Source: an optimization exercise on an open RTL-to-GDS flow (aim: small area, a short achievable clock period and few clock cycles). Production flows keep margins and buffers that such runs may drop.
No run shown here included a check of the RTL's function; only the layout flow was run.
Power and IR drop assume default switching activity.

$ cat flow/design.v
module gf_decomp_mul (
    input  wire        clk,
    input  wire        rst,
    input  wire        cmd_valid,
    output wire        cmd_ready,
    input  wire [7:0]  cmd_op,
    input  wire [1:0]  cmd_ksel,
    input  wire [63:0] cmd_a,
    input  wire [63:0] cmd_b,
    output wire        rsp_valid,
    input  wire        rsp_ready,
    output wire [3:0]  rsp_cc,
    output wire [63:0] rsp_result
);
    localparam OP_CFG   = 8'h04;
    localparam OP_NBM   = 8'h30;
    localparam OP_BLDRT = 8'h31;
    localparam OP_RTRD  = 8'h32;
    localparam OP_MSL8  = 8'h33;
    localparam OP_MODRB = 8'h34;
    localparam OP_MULD  = 8'h35;
    localparam CC_OK      = 3'd0;
    localparam CC_ILLEGAL = 3'd1;
    localparam CC_NOCFG   = 3'd2;
    localparam CC_WIDTH   = 3'd3;
    localparam CC_OPERAND = 3'd4;
    localparam CC_TABLE   = 3'd5;
    reg        cfg_valid;
    reg        k16;           
    reg [15:0] poly;
    reg        rt_valid;
    localparam MK = 4;                  
    localparam [2:0] MSTEPS = 16 / MK;
    reg [15:0] mv;                      
    reg [15:0] mu;                      
    reg [2:0]  mcnt;                    
    reg        pend;                    
    reg        pend_bldrt;              
    reg [2:0]  cc_q;
    reg [31:0] x_q;
    wire rsp_v = pend && !(pend_bldrt && mcnt > 3'd1);
    assign rsp_valid = rsp_v;
    assign rsp_cc    = {1'b0, cc_q};
    assign cmd_ready = !pend || (rsp_v && rsp_ready);
    wire fire = cmd_valid && cmd_ready;
    wire is_cfg   = (cmd_op == OP_CFG);
    wire is_nbm   = (cmd_op == OP_NBM);
    wire is_bldrt = (cmd_op == OP_BLDRT);
    wire is_rtrd  = (cmd_op == OP_RTRD);
    wire is_msl8  = (cmd_op == OP_MSL8);
    wire is_modrb = (cmd_op == OP_MODRB);
    wire is_muld  = (cmd_op == OP_MULD);
    wire is_field = is_bldrt | is_rtrd | is_msl8 | is_modrb | is_muld;
    wire a_hi32 = |cmd_a[63:32];
    wire a_hi16 = a_hi32 | (|cmd_a[31:16]);
    wire a_hi8  = a_hi16 | (|cmd_a[15:8]);
    wire a_hi4  = a_hi8  | (|cmd_a[7:4]);
    wire b_hi16 = |cmd_b[63:16];
    wire b_hi4  = b_hi16 | (|cmd_b[15:4]);
    reg cfg_bad;
    always @(*) begin
        case (cmd_ksel)
            2'd0: cfg_bad = a_hi4;
            2'd1: cfg_bad = a_hi8;
            2'd2: cfg_bad = a_hi16;
            default: cfg_bad = a_hi32;
        endcase
    end
    wire field_bad = (is_rtrd & a_hi8) | (is_msl8 & a_hi16) |
                     (is_modrb & a_hi32) | (is_muld & (a_hi16 | b_hi16));
    reg [2:0] cc;
    always @(*) begin
        if (is_cfg)
            cc = cfg_bad ? CC_OPERAND : CC_OK;
        else if (is_nbm)
            cc = (a_hi8 | b_hi4) ? CC_OPERAND : CC_OK;
        else if (is_field) begin
            if (!cfg_valid)
                cc = CC_NOCFG;
            else if (!k16)
                cc = CC_WIDTH;
            else if (field_bad)
                cc = CC_OPERAND;
            else if (!is_bldrt && !rt_valid)
                cc = CC_TABLE;
            else
                cc = CC_OK;
        end else
            cc = CC_ILLEGAL;
    end
    wire ok = (cc == CC_OK);
    wire [15:0] A = cmd_a[15:0];
    wire [15:0] B = cmd_b[15:0];
    reg [30:0] prod;
    integer i;
    always @(*) begin
        prod = 31'd0;
        for (i = 0; i < 16; i = i + 1)
            if (B[i]) prod = prod ^ ({15'd0, A} << i);
    end
    wire sel_mul   = ok & (is_muld | is_nbm);
    wire sel_modrb = ok & is_modrb;
    wire sel_msl8  = ok & is_msl8;
    wire sel_rtrd  = ok & is_rtrd;
    wire [31:0] X = ({32{sel_mul}}   & {1'b0, prod})
                  | ({32{sel_modrb}} & cmd_a[31:0])
                  | ({32{sel_msl8}}  & {8'd0, cmd_a[15:0], 8'd0})
                  | ({32{sel_rtrd}}  & {cmd_a[15:0], 16'd0});
    function [15:0] mulx;
        input [15:0] v;
        input [15:0] p;
        begin
            mulx = {v[14:0], 1'b0} ^ (p & {16{v[15]}});
        end
    endfunction
    reg [15:0] mstep [0:MK];
    reg [MK-1:0] mbits;
    integer j;
    always @(*) begin
        mstep[0] = mv;
        for (j = 0; j < MK; j = j + 1) begin
            mbits[MK-1-j] = mstep[j][15];
            mstep[j+1] = mulx(mstep[j], poly);
        end
    end
    wire [15:0] H = x_q[31:16];
    reg  [30:0] hm;
    reg  [30:0] qp;
    always @(*) begin
        hm = 31'd0;
        for (j = 0; j < 16; j = j + 1)
            if (mu[j]) hm = hm ^ ({15'd0, H} << j);
    end
    wire [15:0] q = H ^ {1'b0, hm[30:16]};
    always @(*) begin
        qp = 31'd0;
        for (j = 0; j < 16; j = j + 1)
            if (poly[j]) qp = qp ^ ({15'd0, q} << j);
    end
    wire [15:0] red = x_q[15:0] ^ qp[15:0];
    assign rsp_result = {48'd0, red};
    always @(posedge clk) begin
        if (fire && ok && is_cfg) begin
            mv <= cmd_a[15:0];
        end else if (mcnt != 3'd0) begin
            mv <= mstep[MK];
            mu <= {mu[15-MK:0], mbits};
        end
    end
    always @(posedge clk) begin
        if (rst) begin
            pend       <= 1'b0;
            pend_bldrt <= 1'b0;
            mcnt       <= 3'd0;
            cfg_valid  <= 1'b0;
            k16        <= 1'b0;
            poly       <= 16'd0;
            rt_valid   <= 1'b0;
        end else begin
            if (mcnt != 3'd0)
                mcnt <= mcnt - 3'd1;
            if (rsp_v && rsp_ready)
                pend <= 1'b0;
            if (fire) begin
                pend       <= 1'b1;
                pend_bldrt <= is_bldrt;
                if (ok && is_cfg) begin
                    cfg_valid <= 1'b1;
                    k16       <= (cmd_ksel == 2'd2);
                    poly      <= cmd_a[15:0];
                    rt_valid  <= 1'b0;
                    mcnt      <= MSTEPS;
                end
                if (ok && is_bldrt)
                    rt_valid <= 1'b1;
            end
        end
    end
    always @(posedge clk) begin
        if (cmd_ready) begin
            cc_q <= cc;
            x_q  <= X;
        end
    end
endmodule
$ cat flow/run.sh
#!/bin/bash
# synth_recipe.tcl (not shown) runs the flow's synth.tcl, then flattens the netlist and writes it again
# the make line also repeats each setting of config.mk as NAME=value (left out here)
make -C /OpenROAD-flow-scripts/flow DESIGN_CONFIG=/design/flow/config.mk WORK_HOME=/design/flow/orfs CLKGATE_MAP_FILE= SYNTH_SCRIPT=/design/flow/synth_recipe.tcl finish
$ cat flow/config.mk
export PLATFORM = sky130hd
export DESIGN_NAME = gf_decomp_mul
export DESIGN_NICKNAME = gf_decomp_mul
export VERILOG_FILES = /design/flow/design.v
export SDC_FILE = /design/flow/constraint.sdc
export NUM_CORES = 4
export LEC_CHECK = 0
export CAP_MARGIN = 20
export CORE_MARGIN = 2
export CORE_UTILIZATION = 35
export PLACE_DENSITY = 0.55
export SETUP_SLACK_MARGIN = 4
export SLEW_MARGIN = 20
export SYNTH_MEMORY_MAX_BITS = 65536
$ cat flow/constraint.sdc
create_clock -name core_clock -period 8.0 [get_ports {clk}]
set_input_delay 1.6000 -clock core_clock [delete_from_list [all_inputs] [get_ports {clk}]]
set_output_delay 1.6000 -clock core_clock [all_outputs]
set_load 0.01 [all_outputs]
==> results.txt, run 1 <==
- 0.672 — combinational share of power
- 36 — largest net degree at the start of global routing
- 7.429 um^2 — syn_area_per_cell
- nand2_1 — most common cell after layout, fill and taps aside
- 0 — number of nets with antenna violations after detailed routing
- 0 — Slew Limit Fails
- 0.01270 ns — Worst Skew
- 34,460 um^2 — floorplan core area
- 2 — yosys warns
- flop to primary output — crit path kind
- 0 — initial antenna violation count
- 1,641 — Post-Syn Instances
- 190.6 um — Die Height
- 51 — number of unique standard cell types used by synthesis
- 6 — TritonRoute pass-1 iters
- 4.858 ns — final critical path time including I/O delays and setup
- 91 — count of clock tree sinks
- 11,860 — vias after detailed routing
- 0.2319 — global-route total usage across every layer
- 0.2620 — relative slew slack
- 0.006907 uW — leakage power
- 0.4119 — switching share of power
- 3.26 ns — Crit path arrival time
- 6.40 ns — data required time at the worst endpoint
- nand2_1 (536), xnor2_1 (297), buf_4 (112) — commonest cells after routing, fill and taps aside
- 0.8868 — RePlAce Congestion
- 0 — final setup violation count
- clkbuf_16 — cell chosen for the clock root
- 1.107 ns — slew at the pin closest to its max-slew limit
- flop to flop — class of the tightest hold or removal check
- 0.211 — Seq pwr share
- 11,260 — vias in the first global route
- 0 — post-route DRC violation count
- 4.66 ns — Register-to-Register Setup Slack
- 0.2044 — sequential cell area fraction in the yosys report
- 162 — IO Port Bufs
- 5 — Max FO, Critical Path
- 1,171 — Detailed Route Iter0 Violations
- 3,254 — Filler Cells Inserted
- 91 — #FFs+latches synth
- 3.142 ns — setup slack of the critical path after layout
- 26,840 um — detailed placement HPWL
- 68 — standard-cell rows
- 212 — number of top-level design ports
- 0 — total of hold buffers inserted after clock tree synthesis
- 37.55% — P&R area growth vs syn
- 0.6073 — part of the cycle the worst path needs
- 65,770 um — first-pass GRT wire length
- 2,000 — number of nets at the end of the flow
- 0 — diode count
- 1464 uW — NetSw
- 0.2134 — fraction of final layout cells with drive strength greater than 1
- 0 — remaining global-route overflow
- 0.36 ns — clock insertion delay at the later pin of the skew report
- 2.682 ns — worst setup slack before clock tree synthesis
- 190.6 um — die extent in x
- 0 — max-cap violation count
- 0.07 ns — clock slew at reported path FFs
- 211.9 nW/um^2 — power density over the cells
- 0 ns — Post-Route Setup TNS
- 2090 uW — Internal Pwr Total
- flop — crit path launch type
- 0 — post-synthesis async set-or-reset flop share
- 5.123 — Avg Vias per Cell
- 2 — maximum root-to-sink buffer count
- primary output — endpoint type of the worst setup path
- 0 — number of hold violations in the final report
- 18.91 um — post-DR wirelength/cell
- 168.7 uV — peak ir drop on the vdd network
- 67 — number of enable flip-flop cells after synthesis
- no timing/DRC/antenna violations — result of the run
- 12,190 um^2 — area of the mapped netlist
- true — RSZ-0062 raised after global routing
- 0.116 — clock share of power
- yes — clock tree from TritonCTS
- 205.8 MHz — top achievable clock speed
- 9 — clock buffers created by TritonCTS
- 43,770 um — overall routed net length
- 3 — CTS H-tree depth
- 36,340 um^2 — die footprint
- edfxtp_1 — commonest register cell after synthesis
- 0.3538 — effective utilization at floorplan
layer usage:
metal / up-vias / track usage / routed length, um
met4: 0 / 0.06708 / 1287
met2: 521 / 0.3801 / 20600
li1: 5538 / - / -
met3: 90 / 0.02024 / 2812
met1: 5710 / 0.3246 / 19070
met5: - / 0 / 0
registers in the layout, summed over array words and instances (netlist names):
register and flops:
cfg_valid 1, pend 1, cc_q 3, rt_valid 1, poly 16, pend_bldrt 1, x_q 32, mcnt 3
mu 16, k16 1, mv 16
worst max-delay path: stages (launching register included):
cell and delay (ns):
edfxtp_1 0.50, buf_6 0.19, nand2_4 0.06, xor2_2 0.19, xnor2_2 0.15, xnor3_2 0.52
buf_6 0.16, nand2_4 0.06, xor2_2 0.17, xnor3_1 0.34, xnor3_1 0.39, buf_2 0.16
kinds of logic after synthesis:
family / count (synthesis) / share of synthesized area
fa+ha+maj: 3 / 0.003079
mux: 12 / 0.01088
other cells: 1 / 0.0003076
flops: 91 / 0.2044
buf+inv: 198 / 0.07892
xor+xnor: 498 / 0.4032
compound gates: 119 / 0.06014
simple gates: 719 / 0.2390
through the flow:
| step | instance area, um^2 | hold slack [ns] | instances | total power, uW | util |
|---|---|---|---|---|---|
| detailed placement | 13880 | 0.4079 | 2143 | 2099 | 0.4029 |
| global route | 16770 | 0.4407 | 2315 | 3708 | 0.4867 |
| CTS | 15520 | 0.4234 | 2272 | 3150 | 0.4505 |
| floorplan | 12390 | 0.4003 | 1689 | 1715 | - |
| global placement | 13880 | 0.4015 | 2143 | 2083 | 0.4027 |
| finish | 16770 | 0.4203 | 2315 | 3554 | 0.4867 |
synth_stat cells, drive strengths merged, types with 3 or more instances:
library cell,number,share of area
nand3,23,0.0094
xnor3,38,0.070
buf,82,0.043
xor2,115,0.083
nor4,33,0.017
clkbuf,108,0.033
and2,4,0.0021
mux2,10,0.0092
nor2b,4,0.0021
o21ai,40,0.016
edfxtp,67,0.17
a222oi,8,0.0066
nor3,5,0.0021
xnor2,344,0.25
nand4,8,0.0041
a32oi,3,0.0022
a22oi,19,0.012
nor3b,4,0.0025
inv,8,0.0025
nand2,591,0.18
a21boi,3,0.0018
dfxtp,24,0.039
a21oi,35,0.014
ha,3,0.0031
nor2,40,0.012
worst paths after layout:
path,start,endpoint,depth (start not counted)
worst min-delay path,mu[0]$_DFFE_PP_,mu[4]$_DFFE_PP_,0
worst max register to register,mv[15]$_DFFE_PP_,mv[5]$_DFFE_PP_,8
worst min register to register,mu[0]$_DFFE_PP_,mu[4]$_DFFE_PP_,0
worst max-delay path,x_q[23]$_DFFE_PN_,rsp_result[8],11
power by group through the flow:
| stage | combinational (uW) | sequential, uW | clock, uW |
|---|---|---|---|
| 5_1_grt | 2510 | 763 | 437 |
| 6_report | 2390 | 751 | 414 |
| 2_1_floorplan | 997 | 718 | 0 |
| 4_1_cts | 1980 | 755 | 419 |
| 3_5_place_dp | 1250 | 849 | 0 |
| 3_3_place_gp | 1240 | 841 | 0 |
cell type report:
cell class,count,area (um^2),share of cell area
Tap cell,455,569.3,0.03395
Multi-Input combinational cell,1401,10000,0.5966
Clock inverter,7,52.55,0.003134
Inverter,8,33.78,0.002014
Timing Repair inverter,1,5.005,0.0002984
Clock buffer,9,225.2,0.01343
Timing Repair Buffer,343,3385,0.2018
Sequential cell,91,2495,0.1488
timing repair:
action / 4_1_cts / 5_1_grt
endpoints found under the setup margin: 84 / 61
setup buffers: 109 / 41
gates cloned: 4 / 2
gates resized for setup: 173 / 207
pin swaps: 83 / 118
==> run 2: changes to the inputs <==
--- a/flow/design.v
+++ b/flow/design.v
@@ -38,6 +38,7 @@
     reg        pend_bldrt;              
     reg [2:0]  cc_q;
     reg [31:0] x_q;
+    reg        ok_q;
     wire rsp_v = pend && !(pend_bldrt && mcnt > 3'd1);
     assign rsp_valid = rsp_v;
     assign rsp_cc    = {1'b0, cc_q};
@@ -98,10 +99,10 @@
         for (i = 0; i < 16; i = i + 1)
             if (B[i]) prod = prod ^ ({15'd0, A} << i);
     end
-    wire sel_mul   = ok & (is_muld | is_nbm);
-    wire sel_modrb = ok & is_modrb;
-    wire sel_msl8  = ok & is_msl8;
-    wire sel_rtrd  = ok & is_rtrd;
+    wire sel_mul   = is_muld | is_nbm;
+    wire sel_modrb = is_modrb;
+    wire sel_msl8  = is_msl8;
+    wire sel_rtrd  = is_rtrd;
     wire [31:0] X = ({32{sel_mul}}   & {1'b0, prod})
                   | ({32{sel_modrb}} & cmd_a[31:0])
                   | ({32{sel_msl8}}  & {8'd0, cmd_a[15:0], 8'd0})
@@ -123,7 +124,7 @@
             mstep[j+1] = mulx(mstep[j], poly);
         end
     end
-    wire [15:0] H = x_q[31:16];
+    wire [15:0] H = x_q[31:16] & {16{ok_q}};
     reg  [30:0] hm;
     reg  [30:0] qp;
     always @(*) begin
@@ -137,7 +138,7 @@
         for (j = 0; j < 16; j = j + 1)
             if (poly[j]) qp = qp ^ ({15'd0, q} << j);
     end
-    wire [15:0] red = x_q[15:0] ^ qp[15:0];
+    wire [15:0] red = (x_q[15:0] & {16{ok_q}}) ^ qp[15:0];
     assign rsp_result = {48'd0, red};
     always @(posedge clk) begin
         if (fire && ok && is_cfg) begin
@@ -180,6 +181,7 @@
         if (cmd_ready) begin
             cc_q <= cc;
             x_q  <= X;
+            ok_q <= ok;
         end
     end
 endmodule
==> results.txt, run 2 <==
- 207.7 nW/um^2 — power density over the cells, -2.0%
- yes — clock tree from TritonCTS
- 11,510 — vias after detailed routing, -2.9%
- true — RSZ-0062 raised after global routing
- 0 — total of hold buffers inserted after clock tree synthesis, unchanged
- 0.128 — clock share of power, +0.012
- 0 — final setup violation count, unchanged
- flop — crit path launch type
- 0.6181 — part of the cycle the worst path needs, +0.01088
- 62,180 um — first-pass GRT wire length, -5.5%
- flop to flop — class of the tightest hold or removal check
- primary output — endpoint type of the worst setup path
- 0.003515 — share of synthesized area spent on multiplexers, -0.007364
- 0 — post-synthesis async set-or-reset flop share, unchanged
- nand2_1 (607), xnor2_1 (374), xor2_1 (117) — Commonest cells post-synth
- 1999 uW — Internal Pwr Total, -4.4%
- edfxtp_1 — commonest register cell after synthesis
- 0.05872 — fraction of the mapped netlist area in compound gates, -0.001419
- 0.2084 — sequential cell area fraction in the yosys report, +0.003982
- 1,986 — number of nets at the end of the flow, -0.70%
- xnor2_1 — post-synthesis cell type with the largest combined area
- 2,301 — non-filler cells in the finished layout, -0.60%
- 0.8213 — RePlAce Congestion, -7.4%
- 0.1733 — fraction of final layout cells with drive strength greater than 1, -0.04009
- 0 — initial antenna violation count, unchanged
- 92 — count of clock tree sinks, +1.1%
- 0 — number of nets with antenna violations after detailed routing, unchanged
- 68 — number of enable flip-flop cells after synthesis, +1.5%
- 0.4295 ns — Worst Hold Slack, +0.009272 ns
- 38 — largest net degree at the start of global routing, +5.6%
- 0.2707 — fraction of post-synthesis cell area in the top cell type by area, +0.02496
- 0 — Slew Limit Fails, unchanged
- 25,900 um — detailed placement HPWL, -3.5%
- 4.945 ns — final critical path time including I/O delays and setup, +0.08705 ns
- 0.2845 — relative slew slack, +0.02249
- 34,290 um^2 — floorplan core area, -0.49%
- 31.88% — P&R area growth vs syn
- 212 — number of top-level design ports, unchanged
- 5.002 — Avg Vias per Cell, -2.4%
- 1,645 — Post-Syn Instances, +0.24%
- 190.0 um — Die Height, -0.36%
- 5 — Max FO, Critical Path, unchanged
- 0 — remaining global-route overflow, unchanged
- 40,050 um — overall routed net length, -8.5%
- 0 ns — Post-Route Setup TNS, unchanged
- 0.3962 — fraction of synthesized cell area in xor and xnor cells, -0.007068
- 0.34 ns — clock insertion delay at the later pin of the skew report, -0.02 ns
- 6.40 ns — data required time at the worst endpoint, about the same
- 2 — maximum root-to-sink buffer count, unchanged
- xnor2_1 (27%), nand2_1 (19%), edfxtp_1 (17%) — Area contributors post-synth
- 8 — TritonRoute pass-1 iters, +2
- nand2_1 (569), xnor2_1 (340), clkdlybuf4s50_1 (114), buf_4 (114), xor2_1 (102) — commonest cells after routing, fill and taps aside
- XOR/XNOR gates — combinational family with the most area after synthesis
- 0.06 ns — clock slew at reported path FFs, about the same
- 162 — IO Port Bufs, unchanged
- flop to primary output — crit path kind
- 32 — max reg flops, unchanged
- 36,080 um^2 — die footprint, -0.71%
- 1317 uW — NetSw, -10%
- 9 — clock buffers created by TritonCTS, unchanged
- 190.0 um — die extent in x, -0.36%
- 202.2 MHz — top achievable clock speed, -1.8%
- 0 — diode count, unchanged
- nand2_1 — most common cell after layout, fill and taps aside
- 0.3530 — effective utilization at floorplan, -0.0008350
- 0 — post-route DRC violation count, unchanged
- 0.01167 ns — Worst Skew, -0.001034 ns
- 950 — Detailed Route Iter0 Violations, -19%
- nand2_1 — most used standard cell by instance count after synthesis
- 3.35 ns — Crit path arrival time, +0.09 ns
- 56 — number of unique standard cell types used by synthesis, +9.8%
- 17.41 um — post-DR wirelength/cell, -7.9%
- 92 — #FFs+latches synth, +1.1%
- clkbuf_16 — cell chosen for the clock root
- 0.3971 — switching share of power, -0.01472
- 0.2183 — global-route total usage across every layer, -0.01362
- 2 — yosys warns, unchanged
- 0 — max-cap violation count, unchanged
- 7.357 um^2 — syn_area_per_cell, -0.97%
- 1.070 ns — slew at the pin closest to its max-slew limit, -0.03709 ns
- 11,170 — vias in the first global route, -0.83%
- 0.2484 — simple-gate portion of the synthesized area, +0.009405
- x_q — register name with the most flops
- 0.006164 uW — leakage power, -11%
- 124.5 uV — peak ir drop on the vdd network, -26%
- no timing/DRC/antenna violations — result of the run
- 13,750 um^2 — area post-placement, -0.97%
- 0.638 — combinational share of power, -0.034
- 0 — number of hold violations in the final report, unchanged
- 0.003101 — arithmetic-cell share of the synthesized area counting full adders, half adders and majority gates, +0.00002260
- 3 — CTS H-tree depth, unchanged
- 0.234 — Seq pwr share, +0.023
- 68 — standard-cell rows, unchanged
- 12,100 um^2 — area of the mapped netlist, -0.73%
- 15,960 um^2 — Finished Cell Area, -4.8%
- 2,150 — placed insts, +0.33%
run 2: path summary, 6_finish.rpt:
kind,start,end,slack [ns],cells after the start
max,mu[11]$_DFFE_PP_,rsp_result[12],3.05,16
min,mu[0]$_DFFE_PP_,mu[4]$_DFFE_PP_,0.43,0
max reg2reg,mv[15]$_DFFE_PP_,mv[2]$_DFFE_PP_,4.43,8
min reg2reg,mu[0]$_DFFE_PP_,mu[4]$_DFFE_PP_,0.43,0
run 2: area by class of cell:
class                           instances  area, um^2
Sequential cell                        92        2522
Clock buffer                           11       232.7
Multi-Input combinational cell       1415        9553
Tap cell                              455       569.3
Clock inverter                          5       61.31
Fill cell                            3305       18330
Timing Repair Buffer                  318        3004
Inverter                                5       18.77
run 2: repair_timing:
action                     CTS  global route
resized for setup          133           137
buffers inserted           109            25
setup endpoints to repair   90            66
gates cloned                 1             0
pin swaps                   75            92
run 2: stage by stage:
| stage | setup slack [ns] | total power [uW] | utilization |
|---|---|---|---|
| floorplan | 3.857 | 1725 | - |
| global placement | 2.341 | 2096 | 0.4007 |
| detailed placement | 2.322 | 2105 | 0.4010 |
| CTS | 3.004 | 3086 | 0.4412 |
| global route | 2.913 | 3483 | 0.4655 |
| finish | 3.055 | 3316 | 0.4655 |
run 2: cells by family (layout without fill, tap and decap cells):
kind of cell	count (synthesis)	count (layout)
compound gates	113	113
xor+xnor	514	514
fa+ha+maj	3	3
buf+inv	187	339
flops	92	92
mux	4	4
other cells	1	49
simple gates	731	732
run 2: layer usage:
layer / vias up / global-route usage / share of wire
li1: 5475 / - / -
met1: 5536 / 0.2956 / 0.44
met2: 447 / 0.3725 / 0.48
met3: 52 / 0.01697 / 0.060
met4: 0 / 0.06202 / 0.020
met5: - / 0 / 0
run 2: power groups by stage:
stage | Sequential (uW) | Clock, uW | Combinational (uW)
after global placement | 868 | 0 | 1230
after global routing | 789 | 446 | 2250
final | 777 | 423 | 2120
after floorplan | 728 | 0 | 997
after detailed placement | 869 | 0 | 1240
after CTS | 776 | 428 | 1880
run 2: critical path, stage by stage, from the launching register on:
cell,delay [ns]
edfxtp_1,0.42
buf_6,0.14
buf_6,0.11
buf_6,0.12
buf_6,0.11
nand2_4,0.05
xnor2_2,0.11
xnor3_2,0.51
buf_12,0.16
buf_4,0.15
nand2_1,0.11
xor2_2,0.19
xnor2_2,0.14
xnor2_1,0.15
xnor2_1,0.15
and2_1,0.15
clkdlybuf4s15_2,0.22
==> run 3: changes to the inputs <==
--- a/flow/config.mk
+++ b/flow/config.mk
@@ -9,6 +9,6 @@
 export CORE_MARGIN = 2
 export CORE_UTILIZATION = 35
 export PLACE_DENSITY = 0.55
-export SETUP_SLACK_MARGIN = 4
+export SETUP_SLACK_MARGIN = 5
 export SLEW_MARGIN = 20
 export SYNTH_MEMORY_MAX_BITS = 65536
==> results.txt, run 3 <==
- mu[0]$_DFFE_PP_ — start point of the worst hold path
- yes — clock tree from TritonCTS
- 9 — clock buffers created by TritonCTS, unchanged
- 0 — final setup violation count, unchanged
- 0.2923 — fraction of final layout cells with drive strength greater than 1, +0.1189
- 46.00% — P&R area growth vs syn
- 25 — largest net degree at the start of global routing, -34%
- 0.657 — combinational share of power, +0.019
- 0.2933 — relative slew slack, +0.008790
- 0.4269 ns — Worst Hold Slack, -0.002590 ns
- 190.0 um — die extent in x, unchanged
- 20.03 um — post-DR wirelength/cell, +15%
- 68 — number of enable flip-flop cells after synthesis, unchanged
- x_q — register name with the most flops
- 6.40 ns — data required time at the worst endpoint, about the same
- 4.78 ns — Register-to-Register Setup Slack, +0.35 ns
- 12,000 — vias in the first global route, +7.4%
- 6 — TritonRoute pass-1 iters, -2
- 2,039 — number of nets at the end of the flow, +2.7%
- nand2_1 — most used standard cell by instance count after synthesis
- flop to flop — class of the tightest hold or removal check
- 10,400 um^2 — area of combinational cells with multiple inputs, +8.9%
- 12,110 — vias after detailed routing, +5.2%
- 7.357 um^2 — syn_area_per_cell, unchanged
- 0.53 ns — maximum single-stage delay on the critical path, +0.02 ns
- 8 — count of cells along the worst register-to-register path, unchanged
- buf_6 > nand2_1 > xor2_1 > xnor2_1 > xnor3_2 > buf_6 > nand2_1 > xor2_1 > xnor3_1 > xnor2_2 > and2_1 > dlygate4sd2_1 — critical-path cell list
- 202.2 MHz — top achievable clock speed, about the same
- 193.8 nW/um^2 — power density over the cells, -6.7%
- 0 — Slew Limit Fails, unchanged
- 0.006900 uW — leakage power, +12%
- 0.122 — clock share of power, -0.006
- 1,077 — Detailed Route Iter0 Violations, +13%
- 2525 um^2 — register area, about the same
- 47,180 um — overall routed net length, +18%
- 3,124 — Filler Cells Inserted, -5.5%
- 1 — initial antenna violation count, +1
- 0.07 ns — clock slew at reported path FFs, about the same
- edfxtp_1 — commonest register cell after synthesis
- 12,100 um^2 — area of the mapped netlist, unchanged
- 0.4094 — switching share of power, +0.01231
- 2,355 — non-filler cells in the finished layout, +2.3%
- 0 ns — Post-Route Setup TNS, unchanged
- 0 — number of nets with antenna violations after detailed routing, unchanged
- 0 — number of hold violations in the final report, unchanged
- flop — crit path launch type
- poly[15]$_SDFFE_PP0P_ — r2r startpoint
- 3 — CTS H-tree depth, unchanged
- xnor3_2 — slowest library cell on the worst path
- 34,290 um^2 — floorplan core area, unchanged
- true — RSZ-0062 raised after global routing
- 36,080 um^2 — die footprint, unchanged
- 5.141 — Avg Vias per Cell, +2.8%
- 0 — total of hold buffers inserted after clock tree synthesis, unchanged
- 0.35 ns — clock insertion delay at the later pin of the skew report, about the same
- 2 — maximum root-to-sink buffer count, unchanged
- 71,420 um — first-pass GRT wire length, +15%
- 0 — Cells on Worst Hold Path, unchanged
- 0.5154 — share of the core filled with cells in the final layout, +0.04985
- 190.0 um — Die Height, unchanged
- 5 — Max FO, Critical Path, unchanged
- 212 — number of top-level design ports, unchanged
- 0.3530 — effective utilization at floorplan, unchanged
- xnor2_1 — post-synthesis cell type with the largest combined area
- 92 — count of clock tree sinks, unchanged
- 0.222 — Seq pwr share, -0.012
- mv[8]$_DFFE_PP_ — R2R Path End
- mu[4]$_DFFE_PP_ — Hold EP
- nand2_1 (607), xnor2_1 (374), xor2_1 (117) — Commonest cells post-synth
- 92 — #FFs+latches synth, unchanged
- 26,800 um — detailed placement HPWL, +3.5%
- primary output — endpoint type of the worst setup path
- 0.2564 — global-route total usage across every layer, +0.03812
- 0.2707 — fraction of post-synthesis cell area in the top cell type by area, unchanged
- no timing/DRC/antenna violations — result of the run
- 32 — max reg flops, unchanged
- nand2_1 (551), xnor2_1 (331), buf_4 (111) — commonest cells after routing, fill and taps aside
- 0 — post-route DRC violation count, unchanged
- 2 — yosys warns, unchanged
- 0 — post-synthesis async set-or-reset flop share, unchanged
- 2,148 — placed insts, -0.093%
- clkbuf_16 — cell chosen for the clock root
- 0.8714 — RePlAce Congestion, +6.1%
- 56 — number of unique standard cell types used by synthesis, unchanged
- 1402 uW — NetSw, +6.5%
- 0.2084 — sequential cell area fraction in the yosys report, unchanged
- 3.35 ns — Crit path arrival time, about the same
- 68 — standard-cell rows, unchanged
- 0.6183 — part of the cycle the worst path needs, about the same
- 162 — IO Port Bufs, unchanged
- 1.058 ns — slew at the pin closest to its max-slew limit, -0.01201 ns
- 4.946 ns — final critical path time including I/O delays and setup, +0.001180 ns
- 0 — max-cap violation count, unchanged
- XOR/XNOR gates — delay-heaviest family, CP
- xnor2_1 (27%), nand2_1 (19%), edfxtp_1 (17%) — Area contributors post-synth
- flop to primary output — crit path kind
- 1,645 — Post-Syn Instances, unchanged
- 126.5 uV — peak ir drop on the vdd network, +1.6%
- 0 — remaining global-route overflow, unchanged
- 2023 uW — Internal Pwr Total, +1.2%
- 3 — sum of buffers and inverters on the critical path, -4
- nand2_1 — most common cell after layout, fill and taps aside
- 0.01223 ns — Worst Skew, +0.0005642 ns
-- run 3: per-layer routing --
layer / global-route usage / up-vias / share of wire / wire length [um]
met5: 0 / - / 0 / 0
li1: - / 5610 / - / -
met4: 0.1055 / 0 / 0.034 / 1618
met3: 0.03634 / 98 / 0.075 / 3538
met2: 0.4225 / 544 / 0.48 / 22690
met1: 0.3369 / 5855 / 0.41 / 19330
-- run 3: cells by family after synthesis --
| family | Yosys count | share of synthesized area |
|---|---|---|
| fa+ha+maj | 3 | 0.003102 |
| simple gates | 731 | 0.2484 |
| mux | 4 | 0.003515 |
| other cells | 1 | 0.0003098 |
| xor+xnor | 514 | 0.3962 |
| flops | 92 | 0.2084 |
| compound gates | 113 | 0.05872 |
| buf+inv | 187 | 0.08136 |
-- run 3: worst max path at each step --
stage	start	endpoint	slack, ns	cells past startpoint
2_1_floorplan	x_q[31]$_DFFE_PN_	rsp_result[8]	3.93	13
3_5_place_dp	x_q[31]$_DFFE_PN_	rsp_result[11]	2.79	11
3_3_place_gp	mu[15]$_DFFE_PP_	rsp_result[13]	2.87	11
5_1_grt	x_q[27]$_DFFE_PN_	rsp_result[11]	2.93	13
4_1_cts	x_q[29]$_DFFE_PN_	rsp_result[15]	3.10	13
6_report	mu[9]$_DFFE_PP_	rsp_result[11]	3.05	12
-- run 3: timing repair --
action | CTS | global route
resized for setup | 571 | 195
endpoints found under the setup margin | 126 | 122
setup buffers | 140 | 22
cloned | 26 | 2
pin swaps | 132 | 86
-- run 3: cell type report --
cell class | instances | area share
clock buffers | 9 | 0.01275
multi-input cells | 1418 | 0.5885
inverters | 5 | 0.001204
well taps | 455 | 0.03222
diodes | 1 | 0.0001416
flip-flops and latches | 92 | 0.1429
clock inverters | 7 | 0.003540
repair buffers | 368 | 0.2188
-- run 3: worst register-to-register path, stage by stage, from the launching register on --
cell     delay, ns
dfxtp_1       0.53
mux2_2        0.38
a22oi_1       0.38
xnor2_4       0.31
nand2_1       0.24
xnor2_4       0.55
nand2_1       0.18
xnor2_1       0.31
o21ai_2       0.09
-- run 3: metrics by stage --
stage | power (uW) | cell area, um^2 | worst slack [ns]
floorplan | 1776 | 12730 | 3.931
global placement | 2091 | 13920 | 2.873
finish | 3425 | 17670 | 3.054
global route | 3579 | 17670 | 2.935
detailed placement | 2104 | 13920 | 2.789
CTS | 3202 | 16880 | 3.105
-- run 3: power by group through the flow --
stage          clock network [uW]  logic (uW)  registers (uW)
2_1_floorplan                   0        1050             729
3_3_place_gp                    0        1230             861
3_5_place_dp                    0        1240             863
4_1_cts                       423        2010             767
5_1_grt                       442        2370             771
6_report                      417        2250             759
==> run 4: changes to the inputs <==
--- a/flow/config.mk
+++ b/flow/config.mk
@@ -9,6 +9,6 @@
 export CORE_MARGIN = 2
 export CORE_UTILIZATION = 35
 export PLACE_DENSITY = 0.55
-export SETUP_SLACK_MARGIN = 5
+export SETUP_SLACK_MARGIN = 3
 export SLEW_MARGIN = 20
 export SYNTH_MEMORY_MAX_BITS = 65536
==> results.txt, run 4 <==
- clkbuf_16 — cell chosen for the clock root
- nand2_1 — most used standard cell by instance count after synthesis
- primary output — endpoint type of the worst setup path
- flop — crit path launch type
- yes — clock tree from TritonCTS
- 4.953 ns — final critical path time including I/O delays and setup, +0.006400 ns
- 2 — maximum root-to-sink buffer count, unchanged
- xnor2_1 — post-synthesis cell type with the largest combined area
- 162 — IO Port Bufs, unchanged
- 0.2131 — global-route total usage across every layer, -0.04336
- 3.047 ns — setup slack of the critical path after layout, -0.006400 ns
- 7.357 um^2 — syn_area_per_cell, unchanged
- 0.2707 — fraction of post-synthesis cell area in the top cell type by area, unchanged
- 9 — clock buffers created by TritonCTS, unchanged
- 0.34 ns — clock insertion delay at the later pin of the skew report, about the same
- mu[0]$_DFFE_PP_ — start point of the worst hold path
- 25,570 um — detailed placement HPWL, -4.6%
- 0.2152 — relative slew slack, -0.07815
- 0 — post-route DRC violation count, unchanged
- 1,943 — number of nets at the end of the flow, -4.7%
- flop to flop — class of the tightest hold or removal check
- 1.174 ns — slew at the pin closest to its max-slew limit, +0.1157 ns
- 0.3530 — effective utilization at floorplan, unchanged
- 2.279 ns — worst setup slack before clock tree synthesis, -0.5095 ns
- 0 — post-synthesis async set-or-reset flop share, unchanged
- 2,147 — placed insts, -0.047%
- 92 — #FFs+latches synth, unchanged
- no timing/DRC/antenna violations — result of the run
- x_q — register name with the most flops
- flop to primary output — crit path kind
- 11,210 — vias after detailed routing, -7.4%
- 38,910 um — overall routed net length, -18%
- 0.6191 — part of the cycle the worst path needs, +0.0008000
- 23.65% — P&R area growth vs syn
- 0.07 ns — clock slew at reported path FFs, about the same
- 0.1043 — fraction of final layout cells with drive strength greater than 1, -0.1880
- 212 — number of top-level design ports, unchanged
- 12,100 um^2 — area of the mapped netlist, unchanged
- 190.0 um — die extent in x, unchanged
- 32 — max reg flops, unchanged
- 6.40 ns — data required time at the worst endpoint, about the same
- xnor2_1 (27%), nand2_1 (19%), edfxtp_1 (17%) — Area contributors post-synth
- 56 — number of unique standard cell types used by synthesis, unchanged
- 4.25 ns — Register-to-Register Setup Slack, -0.53 ns
- 0 — final setup violation count, unchanged
- 17.23 um — post-DR wirelength/cell, -14%
- mv[13]$_DFFE_PP_ — R2R Path End
- 0 — max-cap violation count, unchanged
- 0 — Cells on Worst Hold Path, unchanged
- edfxtp_1 — commonest register cell after synthesis
- 0 — remaining global-route overflow, unchanged
- 0.008606 ns — Worst Skew, -0.003628 ns
- 1,645 — Post-Syn Instances, unchanged
- 2,258 — non-filler cells in the finished layout, -4.1%
- 196.9 nW/um^2 — power density over the cells, +1.6%
- nand2_1 (607), xnor2_1 (374), xor2_1 (117) — Commonest cells post-synth
- 0.005333 uW — leakage power, -23%
- mv[15]$_DFFE_PP_ — r2r startpoint
- nand2_1 — most common cell after layout, fill and taps aside
- true — RSZ-0062 raised after global routing
- 36,080 um^2 — die footprint, unchanged
- 11,000 — vias in the first global route, -8.3%
- 2946 uW — sum of internal, switching and leakage power, -14%
- 6 — TritonRoute pass-1 iters, unchanged
- 0 — number of nets with antenna violations after detailed routing, unchanged
- 0 — number of hold violations in the final report, unchanged
- 201.9 MHz — top achievable clock speed, -0.13%
- 0 — initial antenna violation count, -1
- 0.8167 — RePlAce Congestion, -6.3%
- 10 — Max FO, Critical Path, +5
- 910 — Detailed Route Iter0 Violations, -16%
- 0.2084 — sequential cell area fraction in the yosys report, unchanged
- 68 — standard-cell rows, unchanged
- nand2_1 (603), xnor2_1 (358), clkdlybuf4s50_1 (148) — commonest cells after routing, fill and taps aside
- 190.0 um — Die Height, unchanged
- 137.1 uV — peak ir drop on the vdd network, +8.3%
- 2 — yosys warns, unchanged
- 92 — count of clock tree sinks, unchanged
- 57 — largest net degree at the start of global routing, +130%
- 4.965 — Avg Vias per Cell, -3.4%
- 0 ns — Post-Route Setup TNS, unchanged
- mu[4]$_DFFE_PP_ — Hold EP
- 0 — Slew Limit Fails, unchanged
- 0 — total of hold buffers inserted after clock tree synthesis, unchanged
- 3 — CTS H-tree depth, unchanged
- 8 — count of cells along the worst register-to-register path, unchanged
- 68 — number of enable flip-flop cells after synthesis, unchanged
- 60,950 um — first-pass GRT wire length, -15%
- 0 — diode count, -1
- 3.35 ns — Crit path arrival time, about the same
- 34,290 um^2 — floorplan core area, unchanged
run 4: changes by cell type in the layout (fill, tap and decap cells not counted), moves of 30 or more:
cell	before	now
o21ai_0	16	46
buf_6	50	6
nand2_2	39	6
buf_2	41	3
dlygate4sd2_1	53	4
nand2_1	551	603
clkdlybuf4s50_1	18	148
run 4: how the worst max path moves through the flow:
stage | startpoint | endpoint | slack [ns] | cells past startpoint
after CTS | mu[10]$_DFFE_PP_ | rsp_result[7] | 2.92 | 15
after global routing | mu[13]$_DFFE_PP_ | rsp_result[7] | 2.88 | 14
after detailed placement | cmd_a[49] | mv[6]$_DFFE_PP_ | 2.28 | 10
after global placement | cmd_a[49] | mv[6]$_DFFE_PP_ | 2.37 | 10
after floorplan | x_q[22]$_DFFE_PN_ | rsp_result[8] | 3.64 | 12
final | x_q[31]$_DFFE_PN_ | rsp_result[1] | 3.05 | 12
run 4: cells by family after synthesis:
family / share of synthesized area
simple gates: 0.2484
other cells: 0.0003098
buf+inv: 0.08136
flops: 0.2084
mux: 0.003515
xor+xnor: 0.3962
compound gates: 0.05872
fa+ha+maj: 0.003102
run 4: where the power goes:
group          total, uW  internal [uW]  leakage [uW]  switching [uW]
registers            769            668      0.000922             102
logic               1730            832       0.00425             896
clock network        449            272      0.000159             177
total               2950           1770       0.00533            1170
run 4: final cells by class:
class	instances	area, um^2
fill	3398	19320
multi-input combinational	1414	9005
timing repair buffer	276	2529
sequential	92	2522
tap	455	569.3
clock buffer	12	267.8
clock inverter	4	53.80
inverter	5	18.77
run 4: layer usage:
layer / up-vias / share of wire / track usage
li1: 5391 / - / -
met1: 5332 / 0.44 / 0.2873
met2: 431 / 0.47 / 0.3575
met3: 56 / 0.061 / 0.02195
met4: 0 / 0.022 / 0.06798
met5: - / 0 / 0
run 4: metrics by stage:
step	area (um^2)	hold WS (ns)	utilization
2_1_floorplan	12280	0.4003	-
3_3_place_gp	13680	0.4028	0.3991
3_5_place_dp	13690	0.4062	0.3992
4_1_cts	14710	0.4222	0.4291
5_1_grt	14970	0.4305	0.4365
6_report	14970	0.4208	0.4365
run 4: critical path, stage by stage, from the launching register on:
cell	delay (ns)
edfxtp_1	0.41
buf_12	0.16
buf_4	0.17
nand2_1	0.14
xor2_2	0.20
xnor2_1	0.15
xnor3_2	0.54
buf_6	0.16
buf_4	0.13
buf_4	0.14
a21oi_1	0.12
and3b_1	0.22
clkdlybuf4s50_1	0.48
run 4: what timing repair did:
| action | in CTS | in global routing |
|---|---|---|
| pin swaps | 26 | 23 |
| gates resized for setup | 43 | 35 |
| setup buffers | 80 | 14 |
| endpoints found under the setup margin | 30 | 30 |
| gates cloned | 0 | 1 |
==> run 5: changes to the inputs <==
--- a/flow/config.mk
+++ b/flow/config.mk
@@ -5,6 +5,7 @@
 export SDC_FILE = /design/flow/constraint.sdc
 export NUM_CORES = 4
 export LEC_CHECK = 0
+export ABC_CLOCK_PERIOD_IN_PS = 3500
 export CAP_MARGIN = 20
 export CORE_MARGIN = 2
 export CORE_UTILIZATION = 35
==> results.txt, run 5 <==
- primary output — endpoint type of the worst setup path
- 0 — post-synthesis async set-or-reset flop share, unchanged
- 0 — initial antenna violation count, unchanged
- 17.23 um — post-DR wirelength/cell, unchanged
- 68 — standard-cell rows, unchanged
- 12,100 um^2 — area of the mapped netlist, unchanged
- 6 — TritonRoute pass-1 iters, unchanged
- edfxtp_1 — commonest register cell after synthesis
- x_q — register name with the most flops
- 1,943 — number of nets at the end of the flow, unchanged
- 190.0 um — die extent in x, unchanged
- 0 — Cells on Worst Hold Path, unchanged
- xnor3_2 — slowest library cell on the worst path
- 25,570 um — detailed placement HPWL, unchanged
- 0.2084 — sequential cell area fraction in the yosys report, unchanged
- 11,000 — vias in the first global route, unchanged
- buf_4 — most prevalent standard cell on the critical path
- 0 — total of hold buffers inserted after clock tree synthesis, unchanged
- 0 — number of nets with antenna violations after detailed routing, unchanged
- 34,290 um^2 — floorplan core area, unchanged
- 36,080 um^2 — die footprint, unchanged
- 9 — clock buffers created by TritonCTS, unchanged
- nand2_1 — most used standard cell by instance count after synthesis
- 2 — maximum root-to-sink buffer count, unchanged
- 2,258 — non-filler cells in the finished layout, unchanged
- 0 — post-route DRC violation count, unchanged
- 10 — Max FO, Critical Path, unchanged
- 1,645 — Post-Syn Instances, unchanged
- 11,210 — vias after detailed routing, unchanged
- 4.953 ns — final critical path time including I/O delays and setup, unchanged
- 0 — final setup violation count, unchanged
- yes — clock tree from TritonCTS
- 92 — #FFs+latches synth, unchanged
- 32 — max reg flops, unchanged
- 190.0 um — Die Height, unchanged
- 162 — IO Port Bufs, unchanged
- flop to flop — class of the tightest hold or removal check
- 0.4208 ns — Worst Hold Slack, unchanged
- 38,910 um — overall routed net length, unchanged
- 0 — diode count, unchanged
- nand2_1 (607), xnor2_1 (374), xor2_1 (117) — Commonest cells post-synth
- clkbuf_16 — cell chosen for the clock root
- 56 — number of unique standard cell types used by synthesis, unchanged
- 2 — yosys warns, unchanged
- 0 — max-cap violation count, unchanged
- 6.40 ns — data required time at the worst endpoint, about the same
- 910 — Detailed Route Iter0 Violations, unchanged
- mu[0]$_DFFE_PP_ — start point of the worst hold path
- 3 — CTS H-tree depth, unchanged
- nand2_1 (603), xnor2_1 (358), clkdlybuf4s50_1 (148) — commonest cells after routing, fill and taps aside
- 196.9 nW/um^2 — power density over the cells, unchanged
- mv[15]$_DFFE_PP_ — r2r startpoint
- nand2_1 — most common cell after layout, fill and taps aside
- 0.8167 — RePlAce Congestion, unchanged
- buffers and inverters — delay-heaviest family, CP
- 60,950 um — first-pass GRT wire length, unchanged
- 0.07 ns — clock slew at reported path FFs, about the same
- buf_12 > buf_4 > nand2_1 > xor2_2 > xnor2_1 > xnor3_2 > buf_6 > buf_4 > buf_4 > a21oi_1 > and3b_1 > clkdlybuf4s50_1 — critical-path cell list
- 57 — largest net degree at the start of global routing, unchanged
- 0 — number of hold violations in the final report, unchanged
- 3,398 — Filler Cells Inserted, unchanged
- 4.965 — Avg Vias per Cell, unchanged
- 7.357 um^2 — syn_area_per_cell, unchanged
- 68 — number of enable flip-flop cells after synthesis, unchanged
- 0 — Slew Limit Fails, unchanged
- 0.008606 ns — Worst Skew, unchanged
- 92 — count of clock tree sinks, unchanged
- 0 — remaining global-route overflow, unchanged
- 2,147 — placed insts, unchanged
- 0.3530 — effective utilization at floorplan, unchanged
- 0.2131 — global-route total usage across every layer, unchanged
- flop — crit path launch type
- xnor2_1 (27%), nand2_1 (19%), edfxtp_1 (17%) — Area contributors post-synth
- no timing/DRC/antenna violations — result of the run
- 0.34 ns — clock insertion delay at the later pin of the skew report, about the same
- mu[4]$_DFFE_PP_ — Hold EP
- xnor2_1 — post-synthesis cell type with the largest combined area
- 201.9 MHz — top achievable clock speed, unchanged
- 8 — count of cells along the worst register-to-register path, unchanged
- 23.65% — P&R area growth vs syn, unchanged
- 0.54 ns — maximum single-stage delay on the critical path, about the same
- true — RSZ-0062 raised after global routing
- 212 — number of top-level design ports, unchanged
- 137.1 uV — peak ir drop on the vdd network, unchanged
- 0.6191 — part of the cycle the worst path needs, unchanged
- 0.2707 — fraction of post-synthesis cell area in the top cell type by area, unchanged
- 0.005333 uW — leakage power, unchanged
- mv[13]$_DFFE_PP_ — R2R Path End
- 6 — sum of buffers and inverters on the critical path, unchanged
- 0.2152 — relative slew slack, unchanged
- 3.35 ns — Crit path arrival time, about the same
- 4.25 ns — Register-to-Register Setup Slack, about the same
- 1.174 ns — slew at the pin closest to its max-slew limit, unchanged
- 0.1043 — fraction of final layout cells with drive strength greater than 1, unchanged
- 0 ns — Post-Route Setup TNS, unchanged
- flop to primary output — crit path kind
## run 5: cell counts in the layout (fill, tap and decap cells not counted)
No cell type changed its count.
## run 5: layout make-up
type	instances	area, um^2	share of cell area
clock buffers	12	267.8	0.01789
clock inverters	4	53.80	0.003595
inverters	5	18.77	0.001254
multi-input cells	1414	9005	0.6017
flip-flops and latches	92	2522	0.1685
well taps	455	569.3	0.03804
repair buffers	276	2529	0.1690
## run 5: report_power, final
group	switching (uW)	leakage (uW)	internal, uW
registers	102	0.000922	668
logic	896	0.00425	832
clock network	177	0.000159	272
## run 5: cells by family (layout without fill, tap and decap cells)
group / count (synthesis) / after routing / synth area share
XOR/XNOR: 514 / 514 / 0.3962
flip-flops: 92 / 92 / 0.2084
AND/OR/NAND/NOR: 731 / 731 / 0.2484
buffers and inverters: 187 / 297 / 0.08136
adder cells (fa/ha/maj): 3 / 3 / 0.003102
other: 1 / 49 / 0.0003098
multiplexers: 4 / 4 / 0.003515
AO/OA/AOI/OAI: 113 / 113 / 0.05872
## run 5: worst max-delay path by stage
stage	cells past startpoint	slack (ns)	to	from
floorplan	12	3.64	rsp_result[8]	x_q[22]$_DFFE_PN_
global placement	10	2.37	mv[6]$_DFFE_PP_	cmd_a[49]
detailed placement	10	2.28	mv[6]$_DFFE_PP_	cmd_a[49]
CTS	15	2.92	rsp_result[7]	mu[10]$_DFFE_PP_
global route	14	2.88	rsp_result[7]	mu[13]$_DFFE_PP_
finish	12	3.05	rsp_result[1]	x_q[31]$_DFFE_PN_
## run 5: metal layers
layer / GRT usage / wire, um / vias to the layer above
met5: 0 / 0 / -
met4: 0.06798 / 846 / 0
met3: 0.02195 / 2384 / 56
met2: 0.3575 / 18430 / 431
met1: 0.2873 / 17250 / 5332
li1: - / - / 5391
## run 5: stage by stage
stage          instance area (um^2)    util  power [uW]  setup slack (ns)
5_1_grt                       14970  0.4365        3100             2.885
3_5_place_dp                  13690  0.3992        2075             2.279
4_1_cts                       14710  0.4291        2824             2.917
3_3_place_gp                  13680  0.3991        2064             2.367
6_report                      14970  0.4365        2946             3.047
2_1_floorplan                 12280       -        1708             3.639
## run 5: timing repair
| item | in CTS | in global routing |
|---|---|---|
| setup buffers | 80 | 14 |
| gates cloned | 0 | 1 |
| resized for setup | 43 | 35 |
| pin swaps | 26 | 23 |
| endpoints found under the setup margin | 30 | 30 |
==> run 6: changes to the inputs <==
--- a/flow/config.mk
+++ b/flow/config.mk
@@ -5,7 +5,7 @@
 export SDC_FILE = /design/flow/constraint.sdc
 export NUM_CORES = 4
 export LEC_CHECK = 0
-export ABC_CLOCK_PERIOD_IN_PS = 3500
+export ABC_AREA = 1
 export CAP_MARGIN = 20
 export CORE_MARGIN = 2
 export CORE_UTILIZATION = 35
==> results.txt, run 6 <==
- 4,144 — Filler Cells Inserted, +22%
- 0.3527 — effective utilization at floorplan, about the same
- 6.40 ns — data required time at the worst endpoint, about the same
- 35,380 um — detailed placement HPWL, +38%
- 0.2314 — fraction of post-synthesis cell area in the top cell type by area, -0.03924
- 2524 um^2 — register area, about the same
- 0 — remaining global-route overflow, unchanged
- nand2_1 (833), nor2_1 (225), inv_1 (208) — commonest cells after routing, fill and taps aside
- 0.3448 — relative slew slack, +0.1296
- 0 ns — Post-Route Setup TNS, unchanged
- nand2_1 (860), nor2_1 (241), inv_1 (215) — Commonest cells post-synth
- simple AND/OR/NAND/NOR gates — combinational family with the most area after synthesis
- 0.002691 — arithmetic-cell share of the synthesized area counting full adders, half adders and majority gates, -0.0004106
- 2 — yosys warns, unchanged
- flop to flop — class of the tightest hold or removal check
- 139.8 uV — peak ir drop on the vdd network, +2.0%
- 0 — diode count, unchanged
- 0.34 ns — clock insertion delay at the later pin of the skew report, about the same
- 92 — count of clock tree sinks, unchanged
- 5.130 ns — final critical path time including I/O delays and setup, +0.1777 ns
- nand2_1 — post-synthesis cell type with the largest combined area
- yes — clock tree from TritonCTS
- flop to primary output — crit path kind
- 0 — number of hold violations in the final report, unchanged
- 203.6 um — die extent in x, +7.2%
- nand2_1 — most common cell after layout, fill and taps aside
- 0.9797 ns — slew at the pin closest to its max-slew limit, -0.1938 ns
- 4.13 ns — Register-to-Register Setup Slack, -0.12 ns
- mv[8]$_DFFE_PP_ — R2R Path End
- 2,352 — Post-Syn Instances, +43%
- 76,930 um — first-pass GRT wire length, +26%
- 0.07 ns — clock slew at reported path FFs, about the same
- 2465 uW — sum of internal, switching and leakage power, -16%
- 0 — share of synthesized area spent on multiplexers, -0.003515
- 212 — number of top-level design ports, unchanged
- 39,550 um^2 — floorplan core area, +15%
- edfxtp_1 — commonest register cell after synthesis
- 3 — CTS H-tree depth, unchanged
- 162 — IO Port Bufs, unchanged
- 32 — max reg flops, unchanged
- 2,617 — number of nets at the end of the flow, +35%
- 0.1808 — sequential cell area fraction in the yosys report, -0.02759
- 0 — number of nets with antenna violations after detailed routing, unchanged
- 203.6 um — Die Height, +7.2%
- 9 — clock buffers created by TritonCTS, unchanged
- 48 — number of unique standard cell types used by synthesis, -14%
- 21.70% — P&R area growth vs syn
- 0 — final setup violation count, unchanged
- 13,870 — vias in the first global route, +26%
- 68 — number of enable flip-flop cells after synthesis, unchanged
- 13 — count of cells along the worst register-to-register path, +5
- 0.2374 — fraction of synthesized cell area in xor and xnor cells, -0.1587
- mu[0]$_DFFE_PP_ — start point of the worst hold path
- 0.8980 — RePlAce Congestion, +10%
- 194.9 MHz — top achievable clock speed, -3.5%
- nand2_1 (23%), edfxtp_1 (15%), xnor2_1 (13%) — Area contributors post-synth
- 4.963 — Avg Vias per Cell, about the same
- 0 — Cells on Worst Hold Path, unchanged
- primary output — endpoint type of the worst setup path
- mu[4]$_DFFE_PP_ — Hold EP
- 8 — Max FO, Critical Path, -2
- 0.08074 — fraction of final layout cells with drive strength greater than 1, -0.02353
- 0 — max-cap violation count, unchanged
- 0.2336 — global-route total usage across every layer, +0.02056
- 16.32 um — post-DR wirelength/cell, -5.3%
- 48,980 um — overall routed net length, +26%
- x_q — register name with the most flops
- 0.3932 — simple-gate portion of the synthesized area, +0.1448
- 5.931 um^2 — syn_area_per_cell, -19%
- 0.007650 uW — leakage power, +43%
- 145.2 nW/um^2 — power density over the cells, -26%
- 0 — total of hold buffers inserted after clock tree synthesis, unchanged
- nand2_1 — most used standard cell by instance count after synthesis
- no timing/DRC/antenna violations — result of the run
- 3.53 ns — Crit path arrival time, +0.18 ns
- 0 — post-route DRC violation count, unchanged
- 6 — TritonRoute pass-1 iters, unchanged
- clkbuf_16 — cell chosen for the clock root
- 40 — largest net degree at the start of global routing, -30%
- 0.6413 — part of the cycle the worst path needs, +0.02221
- mv[15]$_DFFE_PP_ — r2r startpoint
- flop — crit path launch type
- 0.01005 ns — Worst Skew, +0.001439 ns
- 92 — #FFs+latches synth, unchanged
- 1,037 — Detailed Route Iter0 Violations, +14%
- 2 — maximum root-to-sink buffer count, unchanged
- 14,900 — vias after detailed routing, +33%
- true — RSZ-0062 raised after global routing
- 0 — Slew Limit Fails, unchanged
- 0.05866 — fraction of the mapped netlist area in compound gates, -0.00006018
- 41,470 um^2 — die footprint, +15%
- 0 — post-synthesis async set-or-reset flop share, unchanged
- 10,340 um^2 — area of combinational cells with multiple inputs, +15%
- 73 — standard-cell rows, +7.4%
- 13,950 um^2 — area of the mapped netlist, +15%
- 0 — initial antenna violation count, unchanged
-- run 6: area by class of cell --
class	count	share of cell area
Clock buffer	9	0.01327
Clock inverter	7	0.008550
Inverter	230	0.05380
Multi-Input combinational cell	1912	0.6089
Sequential cell	92	0.1487
Tap cell	525	0.03869
Timing Repair Buffer	225	0.1273
Timing Repair inverter	2	0.0008844
-- run 6: per-stage QoR --
| step | area, um^2 | setup slack [ns] | instances | util | hold WS (ns) |
|---|---|---|---|---|---|
| finish | 16980 | 2.870 | 3002 | 0.4292 | 0.4329 |
| global route | 16980 | 2.584 | 3002 | 0.4292 | 0.4465 |
| CTS | 16630 | 2.910 | 2986 | 0.4206 | 0.4354 |
| detailed placement | 15640 | 2.140 | 2932 | 0.3954 | 0.4230 |
| global placement | 15640 | 2.206 | 2932 | 0.3954 | 0.4062 |
| floorplan | 14130 | 3.795 | 2400 | - | 0.4003 |
-- run 6: worst max path at each step --
stage                          start              end  slack (ns)  cells after the start
floorplan                  rsp_ready  mv[0]$_DFFE_PP_        3.80                      7
global placement      ok_q$_DFFE_PN_    rsp_result[6]        2.21                     19
detailed placement    ok_q$_DFFE_PN_    rsp_result[6]        2.14                     17
CTS                   ok_q$_DFFE_PN_   rsp_result[11]        2.91                     24
global route          ok_q$_DFFE_PN_    rsp_result[7]        2.58                     21
finish              mu[15]$_DFFE_PP_   rsp_result[15]        2.87                     19
-- run 6: where the power goes --
group / internal (uW) / switching (uW)
clock: 339 / 181
sequential: 671 / 114
combinational: 429 / 731
total: 1440 / 1030
-- run 6: cell families after synthesis --
group | count (synthesis)
AOI/OAI and AO/OA | 139
other | 1
buffers and inverters | 402
DFF | 92
and+or+nand+nor | 1342
xor gates and xnor gates | 373
adders and majority gates | 3
-- run 6: repair_timing --
| action | 4_1_cts | 5_1_grt |
|---|---|---|
| resized for setup | 92 | 54 |
| setup endpoints to repair | 16 | 15 |
| pin swaps | 12 | 13 |
| setup buffers | 32 | 13 |
| hold endpoints to repair | 0 | 0 |
| cloned | 6 | 3 |
-- run 6: per-layer routing --
metal,up-vias,share of wire,global-route usage,wire [um]
met5,-,0,0,0
met4,0,0.025,0.07377,1231
met3,67,0.048,0.01614,2330
met2,464,0.48,0.4022,23620
met1,6948,0.45,0.3107,21800
li1,7419,-,-,-
-- run 6: critical path, stage by stage, from the launching register on --
cell,delay [ns]
edfxtp_1,0.47
clkinvlp_4,0.25
buf_4,0.22
o21ai_0,0.25
nand2_1,0.09
nand2_1,0.09
nand3_1,0.17
nand2_4,0.15
nand3_1,0.08
nand2_1,0.16
xor2_1,0.16
nand2_1,0.12
nand2_1,0.08
nand2_1,0.06
nand2_1,0.06
nand2_1,0.07
nand2_1,0.07
nand2_1,0.05
nand2_1,0.06
clkdlybuf4s50_1,0.53
==> run 7: changes to the inputs <==
==> flow/flow/run.sh (new file) <==
#!/bin/bash
# The standard layout (the standard.sh: ORFS synthesis through finish),
# with one change: the port buffers that global placement inserts on every
# input and output are sky130_fd_sc_hd__buf_1 instead of the cell buffer_ports
# picks by default (clkdlybuf4s50_1, a delay cell); timing repair resizes
# them as needed.
set -euo pipefail
cd "$(dirname "$0")/.."
export BUFFER_PORTS_ARGS="-buffer_cell sky130_fd_sc_hd__buf_1"
bash standard.sh > standard_make.log 2>&1
==> flow/standard.sh (new file) <==
#!/bin/bash
# synth_recipe.tcl (not shown) runs the flow's synth.tcl, then flattens the netlist and writes it again
# the make line also repeats each setting of config.mk as NAME=value (left out here)
make -C /OpenROAD-flow-scripts/flow DESIGN_CONFIG=/design/flow/config.mk WORK_HOME=/design/flow/orfs CLKGATE_MAP_FILE= SYNTH_SCRIPT=/design/flow/synth_recipe.tcl "${@:-finish}"
--- a/flow/config.mk
+++ b/flow/config.mk
@@ -5,7 +5,6 @@
 export SDC_FILE = /design/flow/constraint.sdc
 export NUM_CORES = 4
 export LEC_CHECK = 0
-export ABC_AREA = 1
 export CAP_MARGIN = 20
 export CORE_MARGIN = 2
 export CORE_UTILIZATION = 35
removed: flow/run.sh
==> results.txt, run 7 <==
- no timing/DRC/antenna violations — result of the run
- 8 — Max FO, Critical Path, unchanged
- 0 — Slew Limit Fails, unchanged
- 190.0 um — die extent in x, -6.7%
- 9042 um^2 — area of combinational cells with multiple inputs, -13%
- 38,180 um — overall routed net length, -22%
- 12,100 um^2 — area of the mapped netlist, -13%
- 0 — post-route DRC violation count, unchanged
- 0.588 — combinational share of power, +0.117
- 68 — standard-cell rows, -6.8%
- 0 — number of nets with antenna violations after detailed routing, unchanged
- 0.2271 — relative slew slack, -0.1177
- 34,290 um^2 — floorplan core area, -13%
- mu[0]$_DFFE_PP_ — start point of the worst hold path
- 0 — remaining global-route overflow, unchanged
- yes — clock tree from TritonCTS
- 7.357 um^2 — syn_area_per_cell, +24%
- 4.30 ns — Register-to-Register Setup Slack, +0.17 ns
- buf_6 > nand2_2 > xor2_2 > xnor3_1 > xnor3_2 > nand2_2 > xor2_2 > xnor2_1 > xnor3_1 > xnor2_2 > and2_1 > buf_2 — critical-path cell list
- 0.6204 — part of the cycle the worst path needs, -0.02088
- 0.2084 — sequential cell area fraction in the yosys report, +0.02759
- 2 — yosys warns, unchanged
- 2909 uW — sum of internal, switching and leakage power, +18%
- 2 — maximum root-to-sink buffer count, unchanged
- edfxtp_1 — commonest register cell after synthesis
- 92 — #FFs+latches synth, unchanged
- 0.146 — clock share of power, -0.065
- 10,500 — vias in the first global route, -24%
- 0.35 ns — clock insertion delay at the later pin of the skew report, about the same
- 201.5 MHz — top achievable clock speed, +3.4%
- xnor2_1 (27%), nand2_1 (19%), edfxtp_1 (17%) — Area contributors post-synth
- 3 — CTS H-tree depth, unchanged
- 12,700 um^2 — area post-placement, -19%
- 68 — number of enable flip-flop cells after synthesis, unchanged
- xnor3_2 — slowest library cell on the worst path
- clkbuf_16 — cell chosen for the clock root
- 1.159 ns — slew at the pin closest to its max-slew limit, +0.1796 ns
- nand2_1 (601), xnor2_1 (357), buf_1 (155) — commonest cells after routing, fill and taps aside
- 1,942 — number of nets at the end of the flow, -26%
- 2,150 — placed insts, -27%
- 6.40 ns — data required time at the worst endpoint, about the same
- 92 — count of clock tree sinks, unchanged
- flop to primary output — crit path kind
- 0.57 ns — maximum single-stage delay on the critical path, +0.04 ns
- 25,130 um — detailed placement HPWL, -29%
- 5 — TritonRoute pass-1 iters, -1
- 0 — total of hold buffers inserted after clock tree synthesis, unchanged
- mv[15]$_DFFE_PP_ — r2r startpoint
- 207.5 nW/um^2 — power density over the cells, +43%
- 0 — number of hold violations in the final report, unchanged
- 0 — initial antenna violation count, unchanged
- 0 — final setup violation count, unchanged
- 16.91 um — post-DR wirelength/cell, +3.7%
- 0.2707 — fraction of post-synthesis cell area in the top cell type by area, +0.03924
- 1718 uW — Internal Pwr Total, +19%
- 4.926 — Avg Vias per Cell, -0.74%
- 3.36 ns — Crit path arrival time, -0.17 ns
- nand2_1 — most used standard cell by instance count after synthesis
- x_q — register name with the most flops
- 0 — diode count, unchanged
- 0.2080 — global-route total usage across every layer, -0.02563
- 0 — Cells on Worst Hold Path, unchanged
- flop to flop — class of the tightest hold or removal check
- 2,257 — non-filler cells in the finished layout, -25%
- primary output — endpoint type of the worst setup path
- 4.963 ns — final critical path time including I/O delays and setup, -0.1670 ns
- 0 ns — Post-Route Setup TNS, unchanged
- nand2_1 (607), xnor2_1 (374), xor2_1 (117) — Commonest cells post-synth
- 853 — Detailed Route Iter0 Violations, -18%
- 120.0 uV — peak ir drop on the vdd network, -14%
- 9 — clock buffers created by TritonCTS, unchanged
- 0.266 — Seq pwr share, -0.053
- 190.0 um — Die Height, -6.7%
- 2522 um^2 — register area, about the same
- 0.07 ns — clock slew at reported path FFs, about the same
- 57 — largest net degree at the start of global routing, +43%
- flop — crit path launch type
- 9 — count of cells along the worst register-to-register path, -4
- 0.4088 — share of the core filled with cells in the final layout, -0.02047
- 3,517 — Filler Cells Inserted, -15%
- 59,510 um — first-pass GRT wire length, -23%
- 14,020 um^2 — Finished Cell Area, -17%
- 212 — number of top-level design ports, unchanged
- 0.1049 — fraction of final layout cells with drive strength greater than 1, +0.02414
- 162 — IO Port Bufs, unchanged
- 0.01061 ns — Worst Skew, +0.0005605 ns
- mv[10]$_DFFE_PP_ — R2R Path End
- 0.004891 uW — leakage power, -36%
- 1,645 — Post-Syn Instances, -30%
- 56 — number of unique standard cell types used by synthesis, +17%
- 0 — max-cap violation count, unchanged
- 36,080 um^2 — die footprint, -13%
- xnor2_1 — post-synthesis cell type with the largest combined area
- 15.81% — P&R area growth vs syn
- 32 — max reg flops, unchanged
- 11,120 — vias after detailed routing, -25%
- mu[4]$_DFFE_PP_ — Hold EP
- 1191 uW — NetSw, +16%
- 0.8421 — RePlAce Congestion, -6.2%
- 0.3530 — effective utilization at floorplan, about the same
- 0 — post-synthesis async set-or-reset flop share, unchanged
- 0.4094 — switching share of power, -0.006724
- nand2_1 — most common cell after layout, fill and taps aside
- true — RSZ-0062 raised after global routing
==> run 7: critical path: cells and delay by family, from the launching register on <==
family                    cells  cell delay (ns)
DFF                           1             0.41
buffers and inverters         2             0.28
and+or+nand+nor               3             0.30
xor gates and xnor gates      7             2.02
==> run 7: worst max path at each step <==
| stage | slack (ns) | to | start |
|---|---|---|---|
| after floorplan | 3.64 | rsp_result[8] | x_q[22]$_DFFE_PN_ |
| after global placement | 2.68 | mv[7]$_DFFE_PP_ | cmd_a[48] |
| after detailed placement | 2.54 | mv[7]$_DFFE_PP_ | cmd_a[49] |
| after CTS | 3.00 | rsp_result[15] | mu[7]$_DFFE_PP_ |
| after global routing | 2.90 | rsp_result[14] | mu[10]$_DFFE_PP_ |
| final | 3.04 | rsp_result[13] | mu[10]$_DFFE_PP_ |
==> run 7: cell type report <==
class,instances,area share
Tap cell,455,0.04062
Timing Repair Buffer,274,0.1113
Inverter,5,0.001339
Sequential cell,92,0.1800
Multi-Input combinational cell,1415,0.6452
Clock buffer,10,0.01785
Clock inverter,6,0.003749
==> run 7: timing repair <==
item | 4_1_cts | 5_1_grt
gates resized for setup | 11 | 40
pin swaps | 2 | 32
endpoints found under the setup margin | 30 | 23
cloned | 0 | 1
setup buffers | 52 | 38
==> run 7: layer usage <==
layer	GRT usage	part of all wire	vias to the layer above
li1	-	-	5396
met1	0.2880	0.45	5278
met2	0.3483	0.47	398
met3	0.01918	0.060	46
met4	0.05188	0.019	0
met5	0	0	-
==> run 7: kinds of logic after synthesis <==
| kind of cell | synth area share |
|---|---|
| AOI/OAI and AO/OA | 0.05872 |
| muxes | 0.003515 |
| xor gates and xnor gates | 0.3962 |
| DFF | 0.2084 |
| other | 0.0003098 |
| buffers and inverters | 0.08136 |
| adders and majority gates | 0.003102 |
| and+or+nand+nor | 0.2484 |
==> run 7: power by group through the flow <==
stage	Clock [uW]	Sequential, uW	Combinational (uW)
global route	446	785	1830
detailed placement	0	863	1160
floorplan	0	728	980
global placement	0	860	1150
CTS	432	786	1400
finish	425	774	1710
==> run 7: through the flow <==
| stage | hold WS (ns) | setup WS [ns] |
|---|---|---|
| 2_1_floorplan | 0.4003 | 3.639 |
| 3_3_place_gp | 0.4038 | 2.675 |
| 3_5_place_dp | 0.4045 | 2.543 |
| 4_1_cts | 0.4237 | 3.005 |
| 5_1_grt | 0.4384 | 2.905 |
| 6_report | 0.4248 | 3.037 |

==> afterwards: timing with drivers on the ports <==
In the flow no input, the clock included, has a driving cell. The finished layouts below were timed again as built, in two steps. Step 1 sets driving cells, clkbuf_16 on the clock port and buf_2 on the other inputs (assumed; they add their load-dependent delay and slew). Step 2 moves the port delays by t, midway between the first and last clock arrival at a register: inputs arrive t later, outputs are due t later. That takes back most of the time a late clock gives input paths. a / b / c = ideal / step 1 / step 2; a / b = the first two.
| run | t (ns) | slack for setup (ns) | worst setup path after step 2 |
|---|---|---|---|
| run 1 | 0.406 | 3.142 / 3.090 / 3.497 | register to output |
| run 2 | 0.385 | 3.055 / 3.007 / 3.391 | register to output |
| run 3 | 0.384 | 3.054 / 3.010 / 3.394 | register to output |
| run 4 | 0.379 | 3.047 / 3.000 / 2.932 | input to register |
| run 5 | 0.379 | 3.047 / 3.000 / 2.932 | input to register |
| run 6 | 0.384 | 2.870 / 2.822 / 3.134 | input to output |
| run 7 | 0.390 | 3.037 / 2.990 / 3.160 | input to register |
After both steps setup and hold are still met in every run listed.
